From an optimization exercise on the open Yosys and OpenROAD flow, aimed at small area, a short achievable clock period and few clock cycles; shortcuts taken in it are not production practice.
RTL that was checked went through simulation tests only; none was proved equivalent to the original.
Only the layout flow was run in runs 3 and 4; the RTL was not checked for function there.
No activity file was given, so power comes from the tool's default toggle rates.

==> flow/design.v <==
module tile_addr_gen (
    input  wire        clk,
    input  wire        rst,
    input  wire        start,
    input  wire [15:0] img_w,
    input  wire [15:0] img_h,
    input  wire [15:0] tile_w,
    input  wire [15:0] tile_h,
    input  wire [15:0] meta_w,
    input  wire [15:0] meta_h,
    input  wire        do_seq,
    input  wire [31:0] pix_len,
    output reg         addr_valid,
    output reg  [31:0] addr,
    input  wire        addr_ready,
    output wire        busy,
    output reg         done,
    output reg  [3:0]  err,
    output reg  [15:0] err_info
);
    localparam S_IDLE  = 2'd0;
    localparam S_SETUP = 2'd1;
    localparam S_RUN   = 2'd2;
    localparam OP_PIX1 = 3'd0;   
    localparam OP_DW   = 3'd1;   
    localparam OP_DMW  = 3'd2;   
    localparam OP_DH   = 3'd3;   
    localparam OP_DMH  = 3'd4;   
    localparam OP_PIX0 = 3'd5;   
    localparam OP_E4   = 3'd6;   
    localparam OP_E2   = 3'd7;   
    reg [1:0]  state;
    reg [2:0]  op;
    reg [3:0]  step;
    reg [15:0] tw, th, mw, mh;
    reg        seq;
    reg [15:0] E2;       
    reg [15:0] E4;       
    reg [31:0] T1;       
    reg [31:0] MO;       
    reg [15:0] x, y, i, j, mx, my, nmx;    
    reg        yfirst, jfirst;
    reg        aneg, abig;                 
    reg        e1, rx, ry, rmx, rmy;
    assign busy = (state != S_IDLE);
    genvar k;
    wire [15:0] acc = MO[31:16];
    wire [15:0] ex  = MO[15:0];
    wire [15:0] ey  = mx;
    wire        mc  = (op == OP_PIX1) || (op == OP_PIX0) || (op == OP_E4) || (op == OP_E2);
    reg  [15:0] eop;
    always @(*) begin
        case (op)
            OP_PIX1: eop = E4;
            OP_DMW:  eop = mw;
            OP_DH:   eop = th;
            OP_DMH:  eop = mh;
            OP_E4:   eop = mw;
            default: eop = tw;
        endcase
    end
    wire [16:0] sh   = {acc, ex[15]};
    wire [15:0] sub  = (!mc || ey[15]) ? eop : 16'd0;
    wire [17:0] t;
    wire [17:0] tb;    
    assign tb[0] = 1'b0;
    generate for (k = 0; k < 17; k = k + 1) begin : g_sub
        wire sb = (k < 16) ? sub[k] : 1'b0;
        assign t[k]    = sh[k] ^ sb ^ tb[k];
        assign tb[k+1] = (~sh[k] & sb) | (tb[k] & ~(sh[k] ^ sb));
    end endgenerate
    assign t[17] = tb[17];
    wire        tneg = t[17];
    wire        frozen = aneg | abig;
    wire [15:0] acc_n = !mc ? (tneg ? sh[15:0] : t[15:0])
                            : ((frozen || tneg || t[16]) ? acc : t[15:0]);
    wire [15:0] ex_n  = {ex[14:0], ~mc & ~tneg};
    wire        aneg_n = aneg | (~frozen & mc & tneg);
    wire        abig_n = abig | (~frozen & mc & ~tneg & t[16]);
    wire        last_step = (step == 4'd15);
    wire        rem_n = (acc_n != 16'd0);
    wire x1 = (x  == 16'd1);
    wire y1 = (y  == 16'd1);
    wire i1 = (i  == 16'd1);
    wire j1 = (j  == 16'd1);
    wire m1 = (mx == 16'd1);
    wire n1 = (my == 16'd1);
    wire wx  = x1;
    wire wy  = wx & y1;
    wire wi  = wy & i1;
    wire wj  = wi & j1;
    wire wmx = wj & m1;
    wire wmy = wmx & n1;
    wire capt = wx & yfirst;
    wire capm = capt & i1 & jfirst;
    reg [31:0] ga;
    reg [15:0] gb;
    always @(*) begin
        ga = addr; gb = 16'd0;
        if (wx) begin
            if (!wy)       gb = E2;
            else if (!wi)  ga = capt ? addr : T1;
            else if (!wj)  gb = E4;
            else if (!wmx) ga = capm ? addr : MO;
        end
    end
    wire [31:0] gsum;
    wire [32:0] gc;
    assign gc[0] = 1'b1;
    generate for (k = 0; k < 32; k = k + 1) begin : g_add
        if (k < 16) begin : lo
            assign gsum[k]  = ga[k] ^ gb[k] ^ gc[k];
            assign gc[k+1]  = (ga[k] & gb[k]) | (gc[k] & (ga[k] ^ gb[k]));
        end else begin : hi
            assign gsum[k]  = ga[k] ^ gc[k];
            assign gc[k+1]  = ga[k] & gc[k];
        end
    end endgenerate
    reg [15:0] dsel;
    always @(*) begin
        if (!wx)       dsel = x;
        else if (!wy)  dsel = y;
        else if (!wi)  dsel = i;
        else if (!wj)  dsel = j;
        else if (!wmx) dsel = mx;
        else           dsel = my;
    end
    wire [15:0] dsub;
    wire [16:0] db;
    assign db[0] = 1'b1;
    generate for (k = 0; k < 16; k = k + 1) begin : g_dec
        assign dsub[k]  = dsel[k] ^ db[k];
        assign db[k+1]  = db[k] & ~dsel[k];
    end endgenerate
    wire gstep = state[1] & addr_ready;
    wire zero_w = (E2 == 16'd0);
    wire zero_h = (E4 == 16'd0);
    always @(posedge clk) begin
        if (rst) begin
            state      <= S_IDLE;
            done       <= 1'b0;
            addr_valid <= 1'b0;
            err        <= 4'd0;
            err_info   <= 16'd0;
        end else begin
            done <= 1'b0;
            case (state)
            S_IDLE: begin
                tw   <= tile_w;
                th   <= tile_h;
                mw   <= do_seq ? meta_w : 16'd1;
                mh   <= do_seq ? meta_h : 16'd1;
                seq  <= do_seq;
                E2   <= img_w;
                E4   <= img_h;
                T1   <= pix_len;
                MO   <= pix_len;
                mx   <= img_w;
                aneg <= 1'b0;
                abig <= 1'b0;
                op   <= OP_PIX1;
                step <= 4'd0;
                if (start) state <= S_SETUP;
            end
            S_SETUP: begin
                step <= step + 4'd1;
                MO   <= {acc_n, ex_n};
                mx   <= {ey[14:0], 1'b0};
                aneg <= aneg_n;
                abig <= abig_n;
                if (last_step) begin
                    case (op)
                    OP_PIX1: begin
                        e1 <= aneg_n;
                        if (aneg_n) begin
                            MO   <= T1;
                            mx   <= th;
                            aneg <= 1'b0;
                            abig <= 1'b0;
                            op   <= OP_PIX0;
                        end else begin
                            MO <= {16'd0, E2};
                            op <= OP_DW;
                        end
                    end
                    OP_DW: begin
                        rx <= rem_n;
                        MO <= {16'd0, ex_n};
                        if (seq) op <= OP_DMW;
                        else begin
                            nmx <= ex_n;
                            MO  <= {16'd0, E4};
                            op  <= OP_DH;
                        end
                    end
                    OP_DMW: begin
                        rmx <= rem_n;
                        nmx <= ex_n;
                        MO  <= {16'd0, E4};
                        op  <= OP_DH;
                    end
                    OP_DH, OP_DMH: begin
                        MO <= {16'd0, ex_n};
                        if (op == OP_DH) ry <= rem_n;
                        if (seq && op == OP_DH) op <= OP_DMH;
                        else begin
                            my   <= ex_n;
                            aneg <= 1'b0;
                            abig <= 1'b0;
                            if (rx || (op == OP_DH ? rem_n : ry) || tw == 16'd0 || th == 16'd0 ||
                                (seq && (mw == 16'd0 || mh == 16'd0 || rmx || rem_n)) ||
                                zero_w || zero_h) begin
                                if (op == OP_DMH) rmy <= rem_n; else rmy <= 1'b0;
                                if (op == OP_DH) ry <= rem_n;
                                MO <= T1;
                                mx <= th;
                                op <= OP_PIX0;
                            end else begin
                                MO <= {16'd0, E2};
                                mx <= tw;
                                op <= OP_E4;
                            end
                        end
                    end
                    OP_PIX0: begin
                        done  <= 1'b1;
                        state <= S_IDLE;
                        if (aneg_n || e1) begin
                            err      <= 4'd2;
                            err_info <= {15'd0, ~aneg_n};
                        end else if (rx || ry || tw == 16'd0 || th == 16'd0) begin
                            err      <= 4'd1;
                            err_info <= 16'd0;
                        end else if (seq && (mw == 16'd0 || mh == 16'd0 || rmx || rmy)) begin
                            err      <= 4'd1;
                            err_info <= 16'd1;
                        end else begin
                            err      <= 4'd0;
                        end
                    end
                    OP_E4: begin
                        E4   <= acc_n;
                        MO   <= {16'd0, E2};
                        mx   <= 16'd1;
                        aneg <= 1'b0;
                        abig <= 1'b0;
                        op   <= OP_E2;
                    end
                    default: begin   
                        E2     <= acc_n;
                        addr   <= 32'd0;
                        addr_valid <= 1'b1;
                        x      <= tw;
                        y      <= th;
                        i      <= mw;
                        j      <= mh;
                        mx     <= nmx;
                        yfirst <= 1'b1;
                        jfirst <= 1'b1;
                        err    <= 4'd0;
                        state  <= S_RUN;
                    end
                    endcase
                end
            end
            default: begin   
                if (capt) T1 <= addr;
                if (capm) MO <= addr;
                if (gstep) begin
                    if (wmy) begin
                        addr_valid <= 1'b0;
                        done       <= 1'b1;
                        state      <= S_IDLE;
                    end else begin
                        addr <= gsum;
                        x <= wx ? tw : dsub;
                        if (wx) y  <= wy  ? th  : dsub;
                        if (wy) i  <= wi  ? mw  : dsub;
                        if (wi) j  <= wj  ? mh  : dsub;
                        if (wj) mx <= wmx ? nmx : dsub;
                        if (wmx) my <= dsub;
                        if (wy) yfirst <= 1'b1; else if (wx) yfirst <= 1'b0;
                        if (wj) jfirst <= 1'b1; else if (wi) jfirst <= 1'b0;
                    end
                end
            end
            endcase
        end
    end
endmodule
==> flow/flow/run.sh <==
#!/bin/bash
# Layout flow: the standard ORFS flow, with the port buffers made from
# sky130_fd_sc_hd__buf_4 instead of the default buffer cell.
set -euo pipefail
bash standard.sh BUFFER_PORTS_ARGS="-buffer_cell sky130_fd_sc_hd__buf_4" finish > standard_flow.log 2>&1
==> flow/standard.sh <==
#!/bin/bash
# synth_recipe.tcl (not shown) runs the flow's synth.tcl, then flattens the netlist and writes it again
# the make line also repeats each setting of config.mk as NAME=value (left out here)
make -C /OpenROAD-flow-scripts/flow DESIGN_CONFIG=/design/flow/config.mk WORK_HOME=/design/flow/orfs CLKGATE_MAP_FILE= SYNTH_SCRIPT=/design/flow/synth_recipe.tcl "${@:-finish}"
==> flow/config.mk <==
export PLATFORM = sky130hd
export DESIGN_NAME = tile_addr_gen
export DESIGN_NICKNAME = tile_addr_gen
export VERILOG_FILES = /design/flow/design.v
export SDC_FILE = /design/flow/constraint.sdc
export NUM_CORES = 4
export LEC_CHECK = 0
export CAP_MARGIN = 20
export CORE_MARGIN = 2
export CORE_UTILIZATION = 40
export SLEW_MARGIN = 20
==> flow/constraint.sdc <==
create_clock -name core_clock -period 34.0 [get_ports {clk}]
set_input_delay 6.8000 -clock core_clock [delete_from_list [all_inputs] [get_ports {clk}]]
set_output_delay 6.8000 -clock core_clock [all_outputs]
set_load 0.01 [all_outputs]
==> results of run 1 <==
-- cell usage in the layout (no fill, tap or decap), drive strengths merged, types with 19 or more instances in the layout --
master / n
edfxtp: 321
nand2: 231
buf: 214
a21oi: 201
nor2: 185
o21ai: 131
a222oi: 72
mux2i: 70
inv: 51
and2: 49
nor4: 48
clkbuf: 43
ha: 33
mux2: 32
a221o: 30
fa: 30
o221ai: 29
o21bai: 20
a22o: 19
nor3: 19
clkinv: 19
-- stage by stage --
step	setup WS, ns	std cells	power [mW]	area [um^2]
floorplan	21.81	1933	0.6210	19690
global placement	21.07	2621	0.7031	21520
detailed placement	20.89	2621	0.7065	21520
CTS	20.85	2687	1.108	22700
global route	20.30	2687	1.146	22710
finish	20.85	2687	1.115	22710
-- logic make-up after synthesis --
family                     after synthesis  share of synthesized area
AOI/OAI and AO/OA                      597                     0.2047
DFF                                    328                     0.4982
muxes                                  102                    0.05469
buffers and inverters                  199                    0.04213
and+or+nand+nor                        624                     0.1471
adders and majority gates               63                    0.05163
other                                    1                  0.0001910
xor gates and xnor gates                 3                   0.001339
-- worst max-delay path: cells and delay by family, from the launching register on --
family	cells	cell delay, ns
adder cells (fa/ha/maj)	31	9.58
XOR/XNOR	1	0.14
AND/OR/NAND/NOR	7	1.90
flip-flops	1	0.40
AO/OA/AOI/OAI	1	0.15
buffers and inverters	3	0.67
-- per-layer routing --
layer	global-route usage	up-vias
met2	0.4847	1262
li1	-	7590
met3	0.07692	212
met1	0.4552	8610
met4	0.1506	0
met5	0	-
-- area by class of cell --
cell class / instances / area [um^2] / share of cell area
clock buffers: 43 / 991.0 / 0.04363
clock inverters: 23 / 188.9 / 0.008319
inverters: 51 / 192.7 / 0.008484
multi-input cells: 1406 / 9174 / 0.4039
flip-flops and latches: 328 / 9781 / 0.4306
well taps: 622 / 778.2 / 0.03427
repair buffers: 214 / 1607 / 0.07074
-- how the worst min path moves through the flow --
| stage | slack (ns) | to | depth (start not counted) |
|---|---|---|---|
| 4_1_cts | 0.47 | err[1] | 2 |
| 2_1_floorplan | 0.48 | err[1] | 2 |
| 3_3_place_gp | 0.45 | err[1] | 2 |
| 5_1_grt | 0.49 | err[1] | 2 |
| 6_report | 0.46 | err[1] | 2 |
| 3_5_place_dp | 0.46 | err[1] | 2 |
-- where the power goes --
part | internal, mW | leakage [nW] | switching (mW) | total, mW
logic | 0.0716 | 5.00 | 0.122 | 0.193
registers | 0.474 | 3.08 | 0.0389 | 0.513
clock network | 0.232 | 0.582 | 0.177 | 0.409
==> notes.md, run 1 <==
Finish:
- The area growth from synthesis to layout is 15.71%.
- The net count of the finished layout is 2235.
- The number of fill cells is 4568.
- The final antenna diode count is 0.
- The share of post-route cells with drive strength above 1 is 0.1598.
- The largest registers in the layout are MO (32), T1 (32), addr (32).
- The core occupancy in the finished layout is 0.4669.

STA:
- The total setup violations reported at the end of the flow is 0.
- The number of hold violations in the final report was 0.
- The routed design could run at a clock period as short as 13.15 ns.
- The worst hold slack is 0.4621 ns.
- The actual transition at the worst max-transition pin is 1.335 ns.
- On the final layout, the worst clock skew is 0.02626 ns.
- The final clock period utilization by the worst path is 0.3867.
- The final number of max-transition violations was 0.
- The maximum clock rate is 0.07605 GHz.
- After routing, the total negative slack on setup checks comes to 0 ns.
- Headroom to the max-slew limit came out at 0.1004.
- Setup repair after global routing left no endpoint under its margin.

Yosys:
- The synthesized design spends more area on one cell type than any other, namely edfxtp_1.
- The commonest cells after synthesis are edfxtp_1, nand2_1, a21oi_1, nor2_1, o21ai_0.
- Of the synthesized area, sequential elements account for 0.4982.
- The number of enable-type register cells in the synthesized netlist is 321.
- The most frequently used cell type in the post-synthesis netlist is edfxtp_1.
- The average instance in the mapped netlist occupies 10.24 um^2.
- The number of standard cells after synthesis is 1917.
- The unique cell type count in the Yosys netlist is 71.
- The top flip-flop cell by instance count after synthesis is edfxtp_1.
- After synthesis the cells add up to 0.01963 mm^2.
- The total of flip-flops plus latches after synthesis is 328.
- In the post-synthesis netlist, the biggest area contributors are edfxtp_1, a21oi_1, nand2_1.
- The share of synthesized area in the top cell type comes to 0.4911.
- The async set-or-reset flop fraction in the synthesized netlist is 0.
- The number of warnings printed during yosys synthesis is 1.

Worst setup path:
- The most critical setup path has its startpoint at i[13].
- The origin of the critical flop-to-flop path is i[13].
- Counting stages on the worst path, the most repeated cell is ha_1.
- The critical path class is reg2reg.
- The largest incremental delay on the critical path is 0.50 ns.
- The top fanout value on the critical path is 29.
- The nature of the critical path endpoint is a register.
- The kind of start point of the critical path is a register.
- For the worst setup path, the data required time is 34.29 ns.
- The slowest library cell on the worst path is fa_1.
- The register-to-register path setup slack is 20.85 ns.
- Measured in cells, the most critical reg-to-reg path has a length of 43.
- In this run the critical register-to-register path is captured at addr[31].
- The critical path ends at addr[31].
- At the worst endpoint, the arrival time is 13.44 ns.

Detailed routing:
- The number of search-and-repair iterations in the first detailed-routing pass is 10.
- The final route contains 17.67k vias.
- The count of nets left with antenna violations after detail routing is 0.
- The wire length on met1 is 33.41 mm.
- The total wirelength of the detailed-routed design is 83.70 mm.
- In the routed design, unresolved DRC markers number 0.
- The number of DRC markers in iteration 0 is 3001.
- The detailed router used layers up to and including met4.
- After detailed routing, the met2 layer carries 36.16 mm of wire.
- The routed length per instance is 31.15 um.
- Dividing the detail-routed via count by the number of cells gives 6.578.
- Summed over all nets, wire length on met3 after detailed routing comes to 10.04 mm.

Min path:
- The startpoint identified for the worst hold timing path is err[1].
- The class of the worst hold path is reg2reg.

Global route:
- The initial antenna violation count is 0.
- Entering global routing, the biggest net connects 74 pins.
- The via count of the first global-routing pass is 16.89k.
- The global-route wire length before repair is 119.9 mm.
- For this run the aggregate overflow at the end of global routing stands at 0.
- Across every metal layer, demand over resource in global routing totals 0.3276.

Clocking:
- The post-CTS setup buffer count is 0.
- The clock tree synthesis step divided the H-tree into 2 levels.
- The cell chosen for the clock root is clkbuf_16.
- The post-cts resize count is 0.
- The total of hold buffers inserted after clock tree synthesis is 0.
- The clock-pin slew on the worst setup and hold paths is 0.06 ns.
- Buffers inserted during clock tree synthesis total 38.
- For this design, the sink count on the clock tree is 328.
- The maximum buffer depth of the clock tree is 3.
- Clock latency on the worst-skew pair, taken at its later pin, is 0.57 ns.
- The clock tree from TritonCTS is done.

Floorplanning:
- For this configuration, the core starts out at a cell density of 0.4035.
- The chip height is 225.5 um.
- In this run the core area contains 81 standard-cell rows.
- The die area is 0.05086 mm^2.
- 188 I/O pins were placed.
- The horizontal die dimension is 225.5 um.
- After floorplanning, the core was sized to cover 0.04865 mm^2.

Status:
- The run finished with no timing, DRC or antenna violations.

Place:
- The congestion estimate from routability-driven global placement came to 1.023.
- Port buffering added 170 buffers.
- Detailed placement ended at an HPWL of 60.33 mm.

Flow run:
- The number of max-capacitance violations reported is 0.

Power:
- The worst IR drop on VDD is 41.79 uV.
- For this design the ratio of total power to cell area is 49.09 mW/mm^2.
- The leakage dissipation is 8.661 nW.
Testbench counts, summed over its fixed seeds: cycles 192,216.
==> inputs of run 2 (changes only) <==
==> flow/run.sh (new file) <==
#!/bin/bash
# synth_recipe.tcl (not shown) runs the flow's synth.tcl, then flattens the netlist and writes it again
# the make line also repeats each setting of config.mk as NAME=value (left out here)
make -C /OpenROAD-flow-scripts/flow DESIGN_CONFIG=/design/flow/config.mk WORK_HOME=/design/flow/orfs CLKGATE_MAP_FILE= SYNTH_SCRIPT=/design/flow/synth_recipe.tcl finish
removed: flow/flow/run.sh
removed: flow/standard.sh
==> run 2 against run 1 <==
  * Combinational power rose by 3%
  * Highest routed layer unchanged
  * Routed wire length rose by 2.1%
  * First-iteration DRC count rose by 4.2%
  * Sequential cell count did not move
  * Global-route usage rose by 0.59 points
  * Sequential power barely moved
==> notes.md, run 2 <==
Finish:
- The share of post-route cells with drive strength above 1 is 0.07778 (-0.08203).
- The commonest non-fill, non-tap cell in the layout is edfxtp_1.
- The core occupancy in the finished layout is 0.4761 (+0.009260).
- The largest registers in the layout are MO (32), T1 (32), addr (32).
- The final antenna diode count is 0 (unchanged).
- The total number of nets in the final design is 2240 (+0.22%).
- Compared with the post-synthesis result, the final layout area differs by 18.00%.
- The library cells used most frequently in the layout, excluding fill and tap cells, are edfxtp_1, nand2_1, a21oi_1.

Min path:
- The startpoint of the lowest-slack hold path is addr_valid.
- The endpoint of the worst hold-timing path is addr_valid.
- The class of the worst hold path is reg2reg.
- The number of cells traversed by the worst hold path is 2 (unchanged).

STA:
- The maximum clock rate is 0.07543 GHz (-0.81%).
- The worst clock skew on the final layout is 0.04482 ns (+0.01856 ns).
- The max-slew headroom at the worst pin is 0.1969 (+0.09659).
- The final clock period utilization by the worst path was 0.3899 (+0.003165).
- The total setup violations reported at the end of the flow is 0 (unchanged).
- The number of hold violations in the final report is 0 (unchanged).
- The final number of max-transition violations was 0 (unchanged).
- The final sum of negative setup slack is 0 ns (unchanged).
- The final critical path time including I/O delays and setup is 13.26 ns (+0.1076 ns).
- The worst hold slack is 0.4579 ns (-0.004254 ns).
- Setup repair after global routing left no endpoint under its margin.
- The actual transition at the worst max-transition pin was 1.192 ns (-0.1434 ns).

Clocking:
- The number of buffers created by CTS is 39 (+2.6%).
- CTS placed an instance of clkbuf_16 at the clock tree root.
- The CTS sink count came to 328 (unchanged).
- The post-cts resize count is 0 (unchanged).
- The total of hold buffers inserted after clock tree synthesis is 0 (unchanged).
- TritonCTS built the clock tree.
- The maximum buffer depth of the clock tree came to 3 (unchanged).
- The clock-pin slew on the worst setup and hold paths is 0.06 ns (about the same).
- The post-CTS setup buffer count is 0 (unchanged).
- The insertion delay of the later-clocked pin in the worst-skew pair is 0.59 ns (+0.02 ns).
- The number of H-tree levels is 2 (unchanged).

Global route:
- The overall global routing resource usage is 0.3336 (+0.005919).
- The via count of the first global-routing pass was 17.25k (+2.2%).
- The initial antenna violation count was 3 (+3).
- The global-route wire length before repair was 122.0 mm (+1.8%).
- The pin count of the biggest net entering global routing is 66 (-11%).
- The remaining global-route overflow is 0 (unchanged).

Floorplanning:
- The horizontal die dimension is 225.5 um (unchanged).
- The boundary pin count is 188 (unchanged).
- The starting utilization of the core area is 0.4035 (unchanged).
- The floorplan row count is 81 (unchanged).
- The die area is 0.05086 mm^2 (unchanged).
- The chip height came to 225.5 um (unchanged).
- The floorplan core area is 0.04865 mm^2 (unchanged).

Yosys:
- The total of flip-flops plus latches after synthesis is 328 (unchanged).
- The top flip-flop cell by instance count after synthesis is edfxtp_1.
- The number of warnings printed during yosys synthesis is 1 (unchanged).
- The number of enable-type register cells in the synthesized netlist is 321 (unchanged).
- The combined area of all synthesized cells is 0.01963 mm^2 (unchanged).
- The share of synthesized area occupied by flip-flops and latches is 0.4982 (unchanged).
- Summed over all instances, the cell type with the most area after synthesis is edfxtp_1.
- Counting instances in the post-synthesis netlist gives the leading cell types as edfxtp_1, nand2_1, a21oi_1, nor2_1, o21ai_0.
- The average cell area after synthesis is 10.24 um^2 (unchanged).
- The most frequently used cell type in the post-synthesis netlist is edfxtp_1.
- The unique cell type count in the Yosys netlist was 71 (unchanged).
- The number of standard cells after synthesis is 1917 (unchanged).
- The area share of the largest cell type after synthesis is 0.4911 (unchanged).
- The async set-or-reset flop fraction in the synthesized netlist came to 0 (unchanged).
- Ranked by total cell area, the synthesized netlist is headed by edfxtp_1, a21oi_1, nand2_1.

Power:
- The internal cell power was 775.3 uW (-0.21%).
- The worst IR drop on VDD is 31.13 uV (-26%).
- The leakage dissipation came to 8.516 nW (-1.7%).
- The fraction of power consumed by sequential logic came to 0.461 (about the same).
- The switching portion of total power came to 0.3035 (about the same).
- The combinational share of power is 0.179 (+0.005).
- The clock share of power is 0.361 (-0.006).
- The power consumption came to 1.113 mW (-0.17%).
- The power per unit of standard cell area came to 48.05 mW/mm^2 (-2.1%).
- The net switching power came to 337.8 uW (about the same).

Place:
- The global placement routability congestion is 0.9695 (-5.2%).
- The estimated wirelength of the detail-placed design is 61.11 mm (+1.3%).
- The count of buffers inserted at the top-level ports is 170 (unchanged).

Worst setup path:
- The register-to-register path setup slack was 20.74 ns (-0.11 ns).
- The dominant cell type by count on the critical path is ha_1.
- The data arrival time of the worst path is 13.56 ns (+0.12 ns).
- The worst register-to-register path ends at addr[31].
- STA classifies the critical path startpoint as a register.
- The nature of the critical path endpoint is a register.
- The origin of the critical flop-to-flop path is x[13].
- The data required time of the worst path is 34.30 ns (about the same).
- The cell depth of the worst flop-to-flop path is 43 (unchanged).
- On the critical path, the stage with the largest delay is an instance of fa_1.
- The largest incremental delay on the critical path is 0.50 ns (about the same).
- The critical path in this run is classified as reg2reg.
- The top fanout value on the critical path came to 29 (unchanged).

Detailed routing:
- The number of search-and-repair iterations in the first detailed-routing pass is 7 (-3).
- The total wirelength of the detailed-routed design is 85.49 mm (+2.1%).
- The number of DRC markers in iteration 0 is 3128 (+4.2%).
- The count of nets left with antenna violations after detail routing is 0 (unchanged).
- The number of vias per cell after detailed routing is 6.727 (+2.3%).
- The routed length per instance was 31.76 um (+2.0%).
- The total vias in the final route is 18.11k (+2.5%).
- The DRC violation count after routing is 0 (unchanged).

Status:
- The flow ran to the end and the layout has no timing, DRC or antenna violations.

Flow run:
- The number of max-capacitance violations reported is 0 (unchanged).
run 2: area by class of cell:
class,instances,area (um^2)
repair buffers,218,2069
fillers,4501,25480
clock inverters,14,65.06
well taps,622,778.2
flip-flops and latches,328,9781
multi-input cells,1406,9175
inverters,51,192.7
clock buffers,53,1101
run 2: how the worst max path moves through the flow:
stage / start / endpoint / cells past startpoint
final: x[13] / addr[31] / 43
after CTS: x[13] / addr[31] / 43
after floorplan: rst / mh[0] / 3
after detailed placement: x[13] / addr[31] / 43
after global routing: x[5] / addr[31] / 43
after global placement: x[13] / addr[31] / 43
run 2: power by group through the flow:
| stage | Clock [mW] | Combinational, mW | Sequential (mW) |
|---|---|---|---|
| 2_1_floorplan | 0 | 0.124 | 0.497 |
| 3_3_place_gp | 0 | 0.189 | 0.519 |
| 3_5_place_dp | 0 | 0.192 | 0.518 |
| 4_1_cts | 0.404 | 0.193 | 0.510 |
| 5_1_grt | 0.417 | 0.214 | 0.513 |
| 6_report | 0.401 | 0.199 | 0.513 |
run 2: cells by family (layout without fill, tap and decap cells):
kind of cell,Yosys count,count (layout),synth area share
other,1,17,0.0001910
AOI/OAI and AO/OA,597,597,0.2047
xor gates and xnor gates,3,3,0.001339
and+or+nand+nor,624,624,0.1471
adders and majority gates,63,63,0.05163
muxes,102,102,0.05469
buffers and inverters,199,336,0.04213
DFF,328,328,0.4982
run 2: per-stage QoR:
step                      cell area [um^2]  instances  setup slack, ns
final                                23160       2692            20.74
after detailed placement             21980       2624            20.85
after floorplan                      19690       1933            21.81
after CTS                            23150       2691            20.82
after global routing                 23160       2692            20.03
after global placement               21970       2624            21.08
run 2: critical path, delay by kind of cell (launching register included):
kind | cells | cell delay (ns)
AO/OA/AOI/OAI | 1 | 0.13
XOR/XNOR | 1 | 0.13
adder cells (fa/ha/maj) | 31 | 9.61
buffers and inverters | 3 | 0.69
flip-flops | 1 | 0.40
AND/OR/NAND/NOR | 7 | 2.05
run 2: per-layer routing:
| layer | vias to the layer above | track usage | wire (um) |
|---|---|---|---|
| li1 | 7588 | - | - |
| met1 | 8916 | 0.4544 | 33490 |
| met2 | 1343 | 0.4988 | 37000 |
| met3 | 263 | 0.07966 | 10340 |
| met4 | 0 | 0.1617 | 4659 |
| met5 | - | 0 | 0 |
==> inputs of run 3 (changes only) <==
--- a/flow/design.v
+++ b/flow/design.v
@@ -20,5 +20,5 @@
 );
-    localparam S_IDLE  = 2'd0;
-    localparam S_SETUP = 2'd1;
-    localparam S_RUN   = 2'd2;
+    localparam S_IDLE  = 2'b00;
+    localparam S_SETUP = 2'b01;    
+    localparam S_RUN   = 2'b11;    
     localparam OP_PIX1 = 3'd0;   
@@ -41,2 +41,3 @@
     reg [15:0] x, y, i, j, mx, my, nmx;    
+    reg        fx, fy, fi, fj, fm, fn;     
     reg        yfirst, jfirst;
@@ -44,3 +45,3 @@
     reg        e1, rx, ry, rmx, rmy;
-    assign busy = (state != S_IDLE);
+    assign busy = state[0];
     genvar k;
@@ -61,13 +62,6 @@
     end
+    wire        last_step = (step == 4'd15);
     wire [16:0] sh   = {acc, ex[15]};
-    wire [15:0] sub  = (!mc || ey[15]) ? eop : 16'd0;
-    wire [17:0] t;
-    wire [17:0] tb;    
-    assign tb[0] = 1'b0;
-    generate for (k = 0; k < 17; k = k + 1) begin : g_sub
-        wire sb = (k < 16) ? sub[k] : 1'b0;
-        assign t[k]    = sh[k] ^ sb ^ tb[k];
-        assign tb[k+1] = (~sh[k] & sb) | (tb[k] & ~(sh[k] ^ sb));
-    end endgenerate
-    assign t[17] = tb[17];
+    wire [15:0] sub  = (!mc || (op == OP_E2 ? last_step : ey[15])) ? eop : 16'd0;
+    wire [17:0] t    = {1'b0, sh} - {2'b0, sub};
     wire        tneg = t[17];
@@ -79,18 +73,13 @@
     wire        abig_n = abig | (~frozen & mc & ~tneg & t[16]);
-    wire        last_step = (step == 4'd15);
     wire        rem_n = (acc_n != 16'd0);
-    wire x1 = (x  == 16'd1);
-    wire y1 = (y  == 16'd1);
-    wire i1 = (i  == 16'd1);
-    wire j1 = (j  == 16'd1);
-    wire m1 = (mx == 16'd1);
-    wire n1 = (my == 16'd1);
-    wire wx  = x1;
-    wire wy  = wx & y1;
-    wire wi  = wy & i1;
-    wire wj  = wi & j1;
-    wire wmx = wj & m1;
-    wire wmy = wmx & n1;
+    wire        skip8 = (step == 4'd0) &&
+                        (mc ? ((ey[15:8] == 8'd0) || (op == OP_E2)) : (ex[15:8] == 8'd0));
+    wire wx  = fx;
+    wire wy  = wx & fy;
+    wire wi  = wy & fi;
+    wire wj  = wi & fj;
+    wire wmx = wj & fm;
+    wire wmy = wmx & fn;
     wire capt = wx & yfirst;
-    wire capm = capt & i1 & jfirst;
+    wire capm = capt & fi & jfirst;
     reg [31:0] ga;
@@ -106,14 +95,13 @@
     end
-    wire [31:0] gsum;
-    wire [32:0] gc;
-    assign gc[0] = 1'b1;
-    generate for (k = 0; k < 32; k = k + 1) begin : g_add
-        if (k < 16) begin : lo
-            assign gsum[k]  = ga[k] ^ gb[k] ^ gc[k];
-            assign gc[k+1]  = (ga[k] & gb[k]) | (gc[k] & (ga[k] ^ gb[k]));
-        end else begin : hi
-            assign gsum[k]  = ga[k] ^ gc[k];
-            assign gc[k+1]  = ga[k] & gc[k];
-        end
+    wire [16:0] glo = {1'b0, ga[15:0]} + {1'b0, gb} + 17'd1;
+    wire [15:0] s_lo = glo[15:0];
+    wire        c16 = glo[16];
+    wire [16:0] pa;             
+    assign pa[0] = 1'b1;
+    wire [15:0] s_hi;
+    generate for (k = 0; k < 16; k = k + 1) begin : g_inc
+        assign s_hi[k]  = ga[16+k] ^ (c16 & pa[k]);
+        assign pa[k+1]  = pa[k] & ga[16+k];
     end endgenerate
+    wire [31:0] gsum = {s_hi, s_lo};
     reg [15:0] dsel;
@@ -134,2 +122,8 @@
     end endgenerate
+    wire dsub1 = (dsub == 16'd1);
+    wire tw1 = (tw == 16'd1);
+    wire th1 = (th == 16'd1);
+    wire mw1 = (mw == 16'd1);
+    wire mh1 = (mh == 16'd1);
+    wire nmx1 = (nmx == 16'd1);
     wire gstep = state[1] & addr_ready;
@@ -138,9 +132,3 @@
     always @(posedge clk) begin
-        if (rst) begin
-            state      <= S_IDLE;
-            done       <= 1'b0;
-            addr_valid <= 1'b0;
-            err        <= 4'd0;
-            err_info   <= 16'd0;
-        end else begin
+        begin
             done <= 1'b0;
@@ -165,7 +153,14 @@
             S_SETUP: begin
-                step <= step + 4'd1;
-                MO   <= {acc_n, ex_n};
-                mx   <= {ey[14:0], 1'b0};
-                aneg <= aneg_n;
-                abig <= abig_n;
+                if (skip8) begin
+                    step <= 4'd8;
+                    MO   <= {acc[7:0], ex[15:0], 8'd0};
+                    mx   <= {ey[7:0], 8'd0};
+                    abig <= (acc[15:8] != 8'd0);
+                end else begin
+                    step <= step + 4'd1;
+                    MO   <= {acc_n, ex_n};
+                    mx   <= {ey[14:0], 1'b0};
+                    aneg <= aneg_n;
+                    abig <= abig_n;
+                end
                 if (last_step) begin
@@ -207,2 +202,3 @@
                             my   <= ex_n;
+                            fn   <= (ex_n == 16'd1);
                             aneg <= 1'b0;
@@ -243,3 +239,2 @@
                         MO   <= {16'd0, E2};
-                        mx   <= 16'd1;
                         aneg <= 1'b0;
@@ -257,2 +252,7 @@
                         mx     <= nmx;
+                        fx     <= tw1;
+                        fy     <= th1;
+                        fi     <= mw1;
+                        fj     <= mh1;
+                        fm     <= nmx1;
                         yfirst <= 1'b1;
@@ -275,8 +275,9 @@
                         addr <= gsum;
-                        x <= wx ? tw : dsub;
-                        if (wx) y  <= wy  ? th  : dsub;
-                        if (wy) i  <= wi  ? mw  : dsub;
-                        if (wi) j  <= wj  ? mh  : dsub;
-                        if (wj) mx <= wmx ? nmx : dsub;
-                        if (wmx) my <= dsub;
+                        x  <= wx ? tw : dsub;
+                        fx <= wx ? tw1 : dsub1;
+                        if (wx) begin y <= wy ? th  : dsub; fy <= wy ? th1  : dsub1; end
+                        if (wy) begin i <= wi ? mw  : dsub; fi <= wi ? mw1  : dsub1; end
+                        if (wi) begin j <= wj ? mh  : dsub; fj <= wj ? mh1  : dsub1; end
+                        if (wj) begin mx <= wmx ? nmx : dsub; fm <= wmx ? nmx1 : dsub1; end
+                        if (wmx) begin my <= dsub; fn <= dsub1; end
                         if (wy) yfirst <= 1'b1; else if (wx) yfirst <= 1'b0;
@@ -288,2 +289,7 @@
         end
+        if (rst) begin
+            state      <= S_IDLE;
+            done       <= 1'b0;
+            addr_valid <= 1'b0;
+        end
     end
==> flow/flow/run.sh (new file) <==
#!/bin/bash
# Layout flow: the standard ORFS flow (standard.sh), with the port
# buffers made from small fast cells: sky130_fd_sc_hd__buf_1 on the inputs
# (inserted by the standard buffer_ports call) and sky130_fd_sc_hd__buf_2 on
# the outputs (inserted by flow/outbuf.tcl at the start of the resize step).
# The whole make output goes to standard_flow.log; ORFS keeps each step's log
# under orfs/logs.
set -euo pipefail
here=$(pwd)
bash standard.sh \
  BUFFER_PORTS_ARGS="-inputs -buffer_cell sky130_fd_sc_hd__buf_1" \
  PRE_RESIZE_TCL="$here/flow/outbuf.tcl" \
  finish > standard_flow.log 2>&1
==> flow/flow/outbuf.tcl (new file) <==
buffer_ports -outputs -buffer_cell sky130_fd_sc_hd__buf_2
==> flow/standard.sh (new file) <==
#!/bin/bash
# synth_recipe.tcl (not shown) runs the flow's synth.tcl, then flattens the netlist and writes it again
# the make line also repeats each setting of config.mk as NAME=value (left out here)
make -C /OpenROAD-flow-scripts/flow DESIGN_CONFIG=/design/flow/config.mk WORK_HOME=/design/flow/orfs CLKGATE_MAP_FILE= SYNTH_SCRIPT=/design/flow/synth_recipe.tcl "${@:-finish}"
removed: flow/run.sh
==> run 3 against run 2 <==
  * Still clean on timing, DRC and antenna
  * Die area grew 8.9%
  * Clock skew shrank 0.020 ns
  * Critical path depth shrank 41
  * Design area grew 3.0%
  * Sequential power grew 14%
  * Clock power grew 4%
  * First-iteration DRC count grew 4.2%
  * Synthesized cell count grew 17%
==> notes.md, run 3 <==
STA:
- The final critical path time including I/O delays and setup is 8.173 ns (-5.084 ns).
- The maximum clock rate is 0.1224 GHz (+62%).
- The worst hold slack is 0.5535 ns (+0.09561 ns).
- The worst clock skew on the final layout is 0.02525 ns (-0.01956 ns).
- The max-slew headroom at the worst pin is 0.1780 (-0.01895).
- The total setup violations reported at the end of the flow is 0 (unchanged).
- Setup repair after global routing left no endpoint under its margin.
- The actual transition at the worst max-transition pin is 1.233 ns (+0.04102 ns).
- The number of hold violations in the final report is 0 (unchanged).
- The final sum of negative setup slack was 0 ns (unchanged).
- The final clock period utilization by the worst path is 0.2404 (-0.1495).
- The final number of max-transition violations is 0 (unchanged).

Worst setup path:
- The startpoint identified for the worst register-to-register timing path is op[2].
- The critical path is of the reg2out type.
- The start point of the critical path is state[0].
- The data required time of the worst path is 27.20 ns (-7.10 ns).
- STA classifies the critical path endpoint as an output pin.
- The cell depth of the worst flop-to-flop path is 23 (-47%).
- The kind of start point of the critical path is a register.
- In this run the critical register-to-register path is captured at MO[1].
- The data arrival time of the worst path is 1.37 ns (-12.19 ns).
- The top fanout value on the critical path is 16 (-45%).
- The register-to-register path setup slack is 25.87 ns (+5.13 ns).

Floorplanning:
- The horizontal die dimension came to 235.3 um (+4.3%).
- The boundary pin count is 188 (unchanged).
- The floorplan core area was 0.05276 mm^2 (+8.5%).
- The starting utilization of the core area is 0.4057 (+0.002213).
- The chip height came to 235.3 um (+4.3%).
- The die area was 0.05538 mm^2 (+8.9%).
- The floorplan row count is 84 (+3.7%).

Detailed routing:
- The DRC violation count after routing is 0 (unchanged).
- The routed length per instance is 27.52 um (-13%).
- The number of DRC markers in iteration 0 is 3258 (+4.2%).
- The count of nets left with antenna violations after detail routing is 0 (unchanged).
- The number of search-and-repair iterations in the first detailed-routing pass came to 7 (unchanged).
- The total vias in the final route is 19.64k (+8.4%).
- The number of vias per cell after detailed routing was 6.414 (-4.7%).
- The total wirelength of the detailed-routed design was 84.26 mm (-1.4%).

Yosys:
- The async set-or-reset flop fraction in the synthesized netlist is 0 (unchanged).
- After synthesis, the most frequently instantiated cells are edfxtp_1, nand2_1, nor2_1, o21ai_0, a21oi_1.
- The share of synthesized area occupied by flip-flops and latches is 0.4517 (-0.04650).
- The number of warnings printed during yosys synthesis is 1 (unchanged).
- The total of flip-flops plus latches after synthesis is 334 (+1.8%).
- By instance count, the leading cell after synthesis is edfxtp_1.
- The number of enable-type register cells in the synthesized netlist is 298 (-7.2%).
- In the synthesized netlist the dominant register cell turns out to be edfxtp_1.
- The library cell with the largest summed area after synthesis is edfxtp_1.
- The area share of the largest cell type after synthesis is 0.4181 (-0.07303).
- The average cell area after synthesis is 9.509 um^2 (-7.1%).
- The combined area of all synthesized cells was 0.02141 mm^2 (+9.1%).
- The unique cell type count in the Yosys netlist is 88 (+24%).
- The number of standard cells after synthesis is 2251 (+17%).
- By area the synthesized netlist is led by edfxtp_1, mux2i_1, o21ai_0.

Power:
- The leakage dissipation is 9.099 nW (+6.9%).
- The power consumption is 1.598 mW (+44%).
- The worst IR drop on VDD is 35.28 uV (+13%).
- The power per unit of standard cell area is 66.96 mW/mm^2 (+39%).

Min path:
- The number of cells traversed by the worst hold path was 2 (unchanged).
- In this run the worst hold path is classified as reg2reg.
- The endpoint of the worst hold-timing path is MO[31].
- The startpoint of the lowest-slack hold path is T1[31].

Finish:
- The total number of nets in the final design is 2528 (+13%).
- The final standard cell count with taps included and fillers excluded is 3062 (+14%).
- The area of the multi-input gates came to 0.01081 mm^2 (+18%).
- The number of fill cells came to 5056 (+12%).
- Leaving out fill and tap cells, the most frequent cells in the layout are edfxtp_1, nand2_1, nor2_1.
- The final standard cell area without fillers is 0.02387 mm^2 (+3.0%).
- Leaving out fill and tap cells, the most frequent cell in the layout is edfxtp_1.
- The area of all sequential standard cells came to 0.009669 mm^2 (-1.1%).
- The area growth from synthesis to layout is 11.49%.
- The share of post-route cells with drive strength above 1 came to 0.08049 (+0.002711).
- The largest registers in the layout are MO (32), T1 (32), addr (32).

Clocking:
- The cell chosen for the clock root is clkbuf_16.
- TritonCTS built the clock tree.
- The CTS sink count was 334 (+1.8%).
- The post-cts resize count is 0 (unchanged).
- The number of buffers created by CTS was 40 (+2.6%).
- The insertion delay of the later-clocked pin in the worst-skew pair is 0.58 ns (about the same).
- The total of hold buffers inserted after clock tree synthesis is 0 (unchanged).
- The number of H-tree levels was 2 (unchanged).
- The post-CTS setup buffer count came to 0 (unchanged).
- The clock-pin slew on the worst setup and hold paths is 0.07 ns (about the same).
- The maximum buffer depth of the clock tree came to 3 (unchanged).

Place:
- The instance area at placement is 0.02262 mm^2 (+2.9%).
- The post-placement cell count is 2989 (+14%).
- The global placement routability congestion is 0.9717 (+0.23%).
- The count of buffers inserted at the top-level ports is 132 (-22%).
- The estimated wirelength of the detail-placed design is 61.36 mm (+0.42%).

Global route:
- The remaining global-route overflow is 0 (unchanged).
- The pin count of the biggest net entering global routing is 82 (+24%).
- The overall global routing resource usage is 0.2956 (-0.03800).
- The initial antenna violation count is 1 (-2).
- The global-route wire length before repair is 122.9 mm (+0.70%).
- The via count of the first global-routing pass is 18.20k (+5.5%).

Flow run:
- The number of max-capacitance violations reported is 0 (unchanged).

Status:
- The flow ran to the end and the layout has no timing, DRC or antenna violations.
==> run 3: cell count changes after synthesis, sizes merged, moves of 24 or more <==
cell,previous run,this run
a21o,1,39
a222oi,72,38
buf,36,72
dfxtp,7,36
fa,30,2
mux2,32,8
mux2i,70,149
nor2b,14,53
nor3,19,50
o21ai,131,204
==> run 3: area by class of cell <==
cell class              count  area share
diodes                      1   0.0001049
clock buffers              55     0.04650
clock inverters            17    0.004981
inverters                  75     0.01190
multi-input cells        1679      0.4530
flip-flops and latches    334      0.4052
well taps                 688     0.03607
repair buffers            213     0.04226
==> run 3: routing by layer <==
metal | up-vias | wire (um) | track usage
met3 | 238 | 8886 | 0.05218
met1 | 9411 | 33740 | 0.4036
met4 | 0 | 5296 | 0.1588
met5 | - | 0 | 0
met2 | 1314 | 36330 | 0.4471
li1 | 8677 | - | -
==> run 3: report_power, final <==
part / switching, mW / leakage (nW) / internal, mW / total (mW)
Combinational: 0.395 / 5.27 / 0.199 / 0.594
Clock: 0.180 / 0.607 / 0.236 / 0.416
Sequential: 0.0869 / 3.22 / 0.501 / 0.587
Total: 0.663 / 9.10 / 0.935 / 1.60
==> run 3: critical path, stage by stage (launching register included) <==
cell	delay [ns]
dfxtp_1	0.32
buf_4	0.27
buf_2	0.19
==> run 3: worst max-delay path by stage <==
stage	to	slack [ns]	cells past startpoint
2_1_floorplan	mx[0]	25.58	2
3_3_place_gp	addr[21]	25.36	4
3_5_place_dp	addr[21]	25.33	4
4_1_cts	busy	25.85	2
5_1_grt	mx[12]	25.58	23
6_report	busy	25.83	2
==> run 3: cells by family after synthesis <==
family,count (synthesis),synth area share
and+or+nand+nor,723,0.1599
AOI/OAI and AO/OA,701,0.2207
DFF,334,0.4517
buffers and inverters,254,0.05062
muxes,157,0.07388
adders and majority gates,52,0.03110
xor gates and xnor gates,29,0.01187
other,1,0.0001752
==> run 3: stage by stage <==
step	utilization	worst slack, ns
after floorplan	-	25.58
after global placement	0.4249	25.36
after detailed placement	0.4287	25.33
after CTS	0.4520	25.85
after global routing	0.4523	25.58
final	0.4523	25.83
==> inputs of run 4 (changes only) <==
--- a/flow/design.v
+++ b/flow/design.v
@@ -20,5 +20,5 @@
 );
-    localparam S_IDLE  = 2'b00;
-    localparam S_SETUP = 2'b01;    
-    localparam S_RUN   = 2'b11;    
+    localparam S_IDLE  = 2'd0;
+    localparam S_SETUP = 2'd1;
+    localparam S_RUN   = 2'd2;
     localparam OP_PIX1 = 3'd0;   
@@ -45,3 +45,3 @@
     reg        e1, rx, ry, rmx, rmy;
-    assign busy = state[0];
+    assign busy = (state != S_IDLE);
     genvar k;
@@ -65,3 +65,23 @@
     wire [15:0] sub  = (!mc || (op == OP_E2 ? last_step : ey[15])) ? eop : 16'd0;
-    wire [17:0] t    = {1'b0, sh} - {2'b0, sub};
+    wire [16:0] t_lo;          
+    wire [17:0] bw0, bw1;      
+    wire [16:0] d0, d1;
+    generate for (k = 0; k < 17; k = k + 1) begin : g_sub
+        wire sb = (k < 16) ? sub[k] : 1'b0;
+        wire bin0 = (k == 0 || k == 6 || k == 12) ? 1'b0 : bw0[k];
+        wire bin1 = (k == 0 || k == 6 || k == 12) ? 1'b1 : bw1[k];
+        assign d0[k]    = sh[k] ^ sb ^ bin0;
+        assign bw0[k+1] = (~sh[k] & sb) | (bin0 & ~(sh[k] ^ sb));
+        assign d1[k]    = sh[k] ^ sb ^ bin1;
+        assign bw1[k+1] = (~sh[k] & sb) | (bin1 & ~(sh[k] ^ sb));
+    end endgenerate
+    assign bw0[0] = 1'b0;
+    assign bw1[0] = 1'b1;
+    wire b6  = bw0[6];
+    wire b12 = b6 ? bw1[12] : bw0[12];
+    wire b17 = b12 ? bw1[17] : bw0[17];
+    assign t_lo[5:0]   = d0[5:0];
+    assign t_lo[11:6]  = b6  ? d1[11:6]  : d0[11:6];
+    assign t_lo[16:12] = b12 ? d1[16:12] : d0[16:12];
+    wire [17:0] t    = {b17, t_lo};
     wire        tneg = t[17];
@@ -95,5 +115,21 @@
     end
-    wire [16:0] glo = {1'b0, ga[15:0]} + {1'b0, gb} + 17'd1;
-    wire [15:0] s_lo = glo[15:0];
-    wire        c16 = glo[16];
+    wire [15:0] s_lo;
+    wire [8:0]  ca;             
+    wire [16:8] cb0, cb1;       
+    wire [15:8] sb0, sb1;
+    assign ca[0] = 1'b1;
+    generate for (k = 0; k < 8; k = k + 1) begin : g_alo
+        assign s_lo[k]  = ga[k] ^ gb[k] ^ ca[k];
+        assign ca[k+1]  = (ga[k] & gb[k]) | (ca[k] & (ga[k] ^ gb[k]));
+    end endgenerate
+    assign cb0[8] = 1'b0;
+    assign cb1[8] = 1'b1;
+    generate for (k = 8; k < 16; k = k + 1) begin : g_ahi
+        assign sb0[k]   = ga[k] ^ gb[k] ^ cb0[k];
+        assign cb0[k+1] = (ga[k] & gb[k]) | (cb0[k] & (ga[k] ^ gb[k]));
+        assign sb1[k]   = ga[k] ^ gb[k] ^ cb1[k];
+        assign cb1[k+1] = (ga[k] & gb[k]) | (cb1[k] & (ga[k] ^ gb[k]));
+    end endgenerate
+    assign s_lo[15:8] = ca[8] ? sb1 : sb0;
+    wire c16 = ca[8] ? cb1[16] : cb0[16];
     wire [16:0] pa;             
@@ -132,3 +168,9 @@
     always @(posedge clk) begin
-        begin
+        if (rst) begin
+            state      <= S_IDLE;
+            done       <= 1'b0;
+            addr_valid <= 1'b0;
+            err        <= 4'd0;
+            err_info   <= 16'd0;
+        end else begin
             done <= 1'b0;
@@ -289,7 +331,2 @@
         end
-        if (rst) begin
-            state      <= S_IDLE;
-            done       <= 1'b0;
-            addr_valid <= 1'b0;
-        end
     end
==> run 4 against run 3 <==
  * Still clean
  * Clock power increased by 5.0%
  * Sequential cell count unchanged
  * Worst setup slack got worse by 3.2 ns
  * Count of clock-buffer cells in the layout decreased by 2
  * Sequential share of layout area increased by 2.1 points
  * Core utilization increased by 0.36 points
  * Via count decreased by 2.5%
  * Maximum frequency decreased by 28%
  * Clock skew about the same
  * Power decreased by 25%
  * Critical endpoint is now MO[8]
==> notes.md, run 4 <==
Status:
- The run finished with no timing, DRC or antenna violations.

Power:
- The worst IR drop on VDD is 35.12 uV (-0.46%).
- The power consumption came to 1.206 mW (-25%).
- The leakage dissipation is 8.699 nW (-4.4%).
- The power per unit of standard cell area is 51.54 mW/mm^2 (-23%).

STA:
- The worst clock skew on the final layout was 0.02483 ns (-0.0004247 ns).
- The total setup violations reported at the end of the flow is 0 (unchanged).
- The final critical path time including I/O delays and setup is 11.34 ns (+3.168 ns).
- The max-slew headroom at the worst pin is 0.2587 (+0.08071).
- The final sum of negative setup slack is 0 ns (unchanged).
- Setup repair after global routing left no endpoint under its margin.
- The final clock period utilization by the worst path is 0.3335 (+0.09318).
- The maximum clock rate came to 0.08818 GHz (-28%).
- The actual transition at the worst max-transition pin is 1.111 ns (-0.1223 ns).
- The number of hold violations in the final report is 0 (unchanged).
- The final number of max-transition violations is 0 (unchanged).
- The worst hold slack is 0.4800 ns (-0.07348 ns).

Worst setup path:
- The largest incremental delay on the critical path came to 0.69 ns (+0.37 ns).
- The number of buffers and inverters on the critical path is 7 (+5).
- The cell family contributing the most delay on the critical path is adder cells.
- The top fanout value on the critical path came to 27 (+11).
- The worst setup path is launched from a register.
- The data arrival time of the worst path was 11.61 ns (+10.24 ns).
- The data required time of the worst path is 34.27 ns (+7.07 ns).
- On the critical path, the stage with the largest delay is an instance of nor4_1.
- The dominant cell type by count on the critical path is fa_1.
- The nature of the critical path endpoint is a register.
- The critical path is of the reg2reg type.

Yosys:
- The arithmetic-cell share of the synthesized area counting full adders, half adders and majority gates is 0.04472 (+0.01362).
- The share of synthesized area occupied by flip-flops and latches is 0.4797 (+0.02803).
- By area the synthesized netlist is led by edfxtp_1, mux2i_1, nand2_1.
- The combined area of all synthesized cells was 0.02076 mm^2 (-3.0%).
- The average cell area after synthesis is 10.00 um^2 (+5.2%).
- The number of warnings printed during yosys synthesis is 1 (unchanged).
- The area share of the largest cell type after synthesis is 0.4730 (+0.05495).
- The async set-or-reset flop fraction in the synthesized netlist is 0 (unchanged).
- The complex-gate fraction of the synthesized area came to 0.2133 (-0.007420).
- The commonest cells after synthesis are edfxtp_1, nand2_1, nor2_1, a21oi_1.
- The XOR/XNOR share of the synthesized area was 0.006750 (-0.005116).
- The unique cell type count in the Yosys netlist is 77 (-13%).
- The number of standard cells after synthesis is 2076 (-7.8%).
- The mux share of post-synthesis cell area is 0.06352 (-0.01036).
- The total of flip-flops plus latches after synthesis came to 334 (unchanged).
- The number of enable-type register cells in the synthesized netlist was 327 (+9.7%).
- The simple-gate area share of the yosys netlist is 0.1458 (-0.01413).
- The top flip-flop cell by instance count after synthesis is edfxtp_1.
- The most frequently used cell type in the post-synthesis netlist is edfxtp_1.
- The library cell with the largest summed area after synthesis is edfxtp_1.
- After synthesis, the largest family of logic cells by area is compound AO/OA/AOI/OAI gates.

Floorplanning:
- The boundary pin count is 188 (unchanged).
- The floorplan row count is 83 (-1.2%).
- The floorplan core area is 0.05130 mm^2 (-2.8%).
- The horizontal die dimension came to 231.8 um (-1.5%).
- The chip height is 231.8 um (-1.5%).
- The starting utilization of the core area is 0.4047 (-0.001047).
- The die area came to 0.05374 mm^2 (-3.0%).

Detailed routing:
- The number of search-and-repair iterations in the first detailed-routing pass is 12 (+5).
- The DRC violation count after routing came to 0 (unchanged).
- The count of nets left with antenna violations after detail routing came to 0 (unchanged).
- The routed length per instance is 29.65 um (+7.7%).
- The number of DRC markers in iteration 0 was 2767 (-15%).
- The total wirelength of the detailed-routed design is 85.65 mm (+1.6%).
- The number of vias per cell after detailed routing is 6.628 (+3.3%).
- The total vias in the final route came to 19.15k (-2.5%).

Clocking:
- CTS placed an instance of clkbuf_16 at the clock tree root.
- The insertion delay of the later-clocked pin in the worst-skew pair is 0.58 ns (about the same).
- The maximum buffer depth of the clock tree was 3 (unchanged).
- The total of hold buffers inserted after clock tree synthesis is 0 (unchanged).
- The clock-pin slew on the worst setup and hold paths is 0.06 ns (about the same).
- The CTS sink count is 334 (unchanged).
- The number of buffers created by CTS is 38 (-5.0%).
- The post-cts resize count is 0 (unchanged).
- The number of H-tree levels is 2 (unchanged).
- The clock tree from TritonCTS is done.
- The post-CTS setup buffer count is 0 (unchanged).

Finish:
- The area growth from synthesis to layout is 12.67%.
- The final standard cell area without fillers is 0.02339 mm^2 (-2.0%).
- The largest registers in the layout are MO (32), T1 (32), addr (32).
- The commonest non-fill, non-tap cell in the layout is edfxtp_1.
- The total number of nets in the final design was 2371 (-6.2%).
- The number of fill cells is 4903 (-3.0%).
- The library cells used most frequently in the layout, excluding fill and tap cells, are edfxtp_1, nand2_1, nor2_1.
- The final standard cell count with taps included and fillers excluded came to 2889 (-5.6%).
- The share of post-route cells with drive strength above 1 is 0.09330 (+0.01281).

Place:
- The global placement routability congestion is 0.9698 (-0.20%).
- The instance area at placement was 0.02211 mm^2 (-2.3%).
- The post-placement cell count is 2820 (-5.7%).
- The estimated wirelength of the detail-placed design is 61.48 mm (+0.19%).
- The count of buffers inserted at the top-level ports is 132 (unchanged).

Global route:
- The pin count of the biggest net entering global routing is 86 (+4.9%).
- The remaining global-route overflow is 0 (unchanged).
- The overall global routing resource usage was 0.3137 (+0.01816).
- The global-route wire length before repair is 123.7 mm (+0.67%).
- The initial antenna violation count is 3 (+2).
- The via count of the first global-routing pass is 18.01k (-1.1%).

Min path:
- The class of the worst hold path is reg2reg.

Flow run:
- The number of max-capacitance violations reported is 0 (unchanged).
## run 4: changes by cell type in the layout (fill, tap and decap cells not counted), sizes merged, moves of 14 or more
| cell | change |
|---|---|
| ha | -19 |
| fa | +25 |
| inv | -20 |
| mux2 | +14 |
| nor2b | -45 |
| nor3 | -23 |
| dfxtp | -29 |
| nor2 | -29 |
| a22o | +18 |
| o21ai | -72 |
| nand2 | +41 |
| mux2i | -42 |
| edfxtp | +29 |
## run 4: layout make-up
| type | count | area (um^2) | share of cell area |
|---|---|---|---|
| clock buffers | 53 | 1071 | 0.04579 |
| clock inverters | 15 | 200.2 | 0.008559 |
| inverters | 53 | 198.9 | 0.008505 |
| well taps | 680 | 850.8 | 0.03638 |
| multi-input cells | 1527 | 10000 | 0.4276 |
| flip-flops and latches | 334 | 9960 | 0.4258 |
| repair buffers | 226 | 1106 | 0.04729 |
| diodes | 1 | 2.502 | 0.0001070 |
## run 4: worst paths after layout
path               start     end  slack (ns)  depth (start not counted)
setup / recovery   op[2]   MO[8]       22.66                         36
hold / removal    err[1]  err[1]        0.48                          2
setup reg to reg   op[2]   MO[8]       22.66                         36
hold reg to reg   err[1]  err[1]        0.48                          2
## run 4: routing by layer
metal / wire length [um] / global-route usage / vias to the layer above / part of all wire
met5: 27 / 0 / - / 0.00032
met3: 9419 / 0.05747 / 274 / 0.11
met4: 5136 / 0.1617 / 4 / 0.060
met2: 38420 / 0.4846 / 1394 / 0.45
met1: 32640 / 0.4210 / 9358 / 0.38
li1: - / - / 8118 / -
## run 4: worst register-to-register path: cells and delay by family (launching register included)
kind	cells	cell delay (ns)
DFF	1	0.64
AOI/OAI and AO/OA	8	1.48
buffers and inverters	7	1.01
and+or+nand+nor	6	2.48
adders and majority gates	15	5.42
## run 4: kinds of logic after synthesis
kind of cell,Yosys count
AO/OA/AOI/OAI,641
XOR/XNOR,16
adder cells (fa/ha/maj),58
buffers and inverters,231
flip-flops,334
multiplexers,129
other,1
AND/OR/NAND/NOR,666
## run 4: metrics by stage
| step | setup WS [ns] | util |
|---|---|---|
| 2_1_floorplan | 21.82 | - |
| 3_3_place_gp | 22.99 | 0.4272 |
| 3_5_place_dp | 22.67 | 0.4309 |
| 4_1_cts | 22.61 | 0.4557 |
| 5_1_grt | 21.79 | 0.4559 |
| 6_report | 22.66 | 0.4559 |
## run 4: power by group
group / switching (mW) / total (mW) / internal (mW) / leakage, nW
clock network: 0.179 / 0.437 / 0.258 / 0.614
registers: 0.0477 / 0.532 / 0.484 / 3.14
logic: 0.155 / 0.236 / 0.0810 / 4.94
total: 0.382 / 1.21 / 0.823 / 8.70

## what the ideal ports hide
Ports are ideal in the flow. The routed layouts listed here were re-timed in OpenROAD.
Step 1 assumes that a clkbuf_16 drives the clock port and a buf_2 every other input.
Step 2 adds t to the input delays and takes it off the output delays; t is the mean of the earliest and latest rising clock arrival at the registers after step 1. Input paths then give back, and output paths get back, about the clock's delay inside the block.
Three values: no drivers, after step 1, after step 2; two values: the first two.
| run | t (ns) | slack for setup (ns) | worst setup path at the end | worst data-port slew with drivers (ns) |
|---|---|---|---|---|
| run 1 | 0.615 | 20.851 / 20.851 / 20.851 | register to register | 0.05 |
| run 2 | 0.623 | 20.744 / 20.744 / 20.744 | register to register | 0.06 |
| run 3 | 0.627 | 25.827 / 25.764 / 25.236 | input to register | 0.10 |
| run 4 | 0.626 | 22.659 / 22.659 / 22.659 | register to register | 0.06 |
After both steps setup and hold are still met in every run listed. For run 3, which loses most, drivers alone change the setup slack by -0.063 ns; drivers and shift together by -0.591 ns.
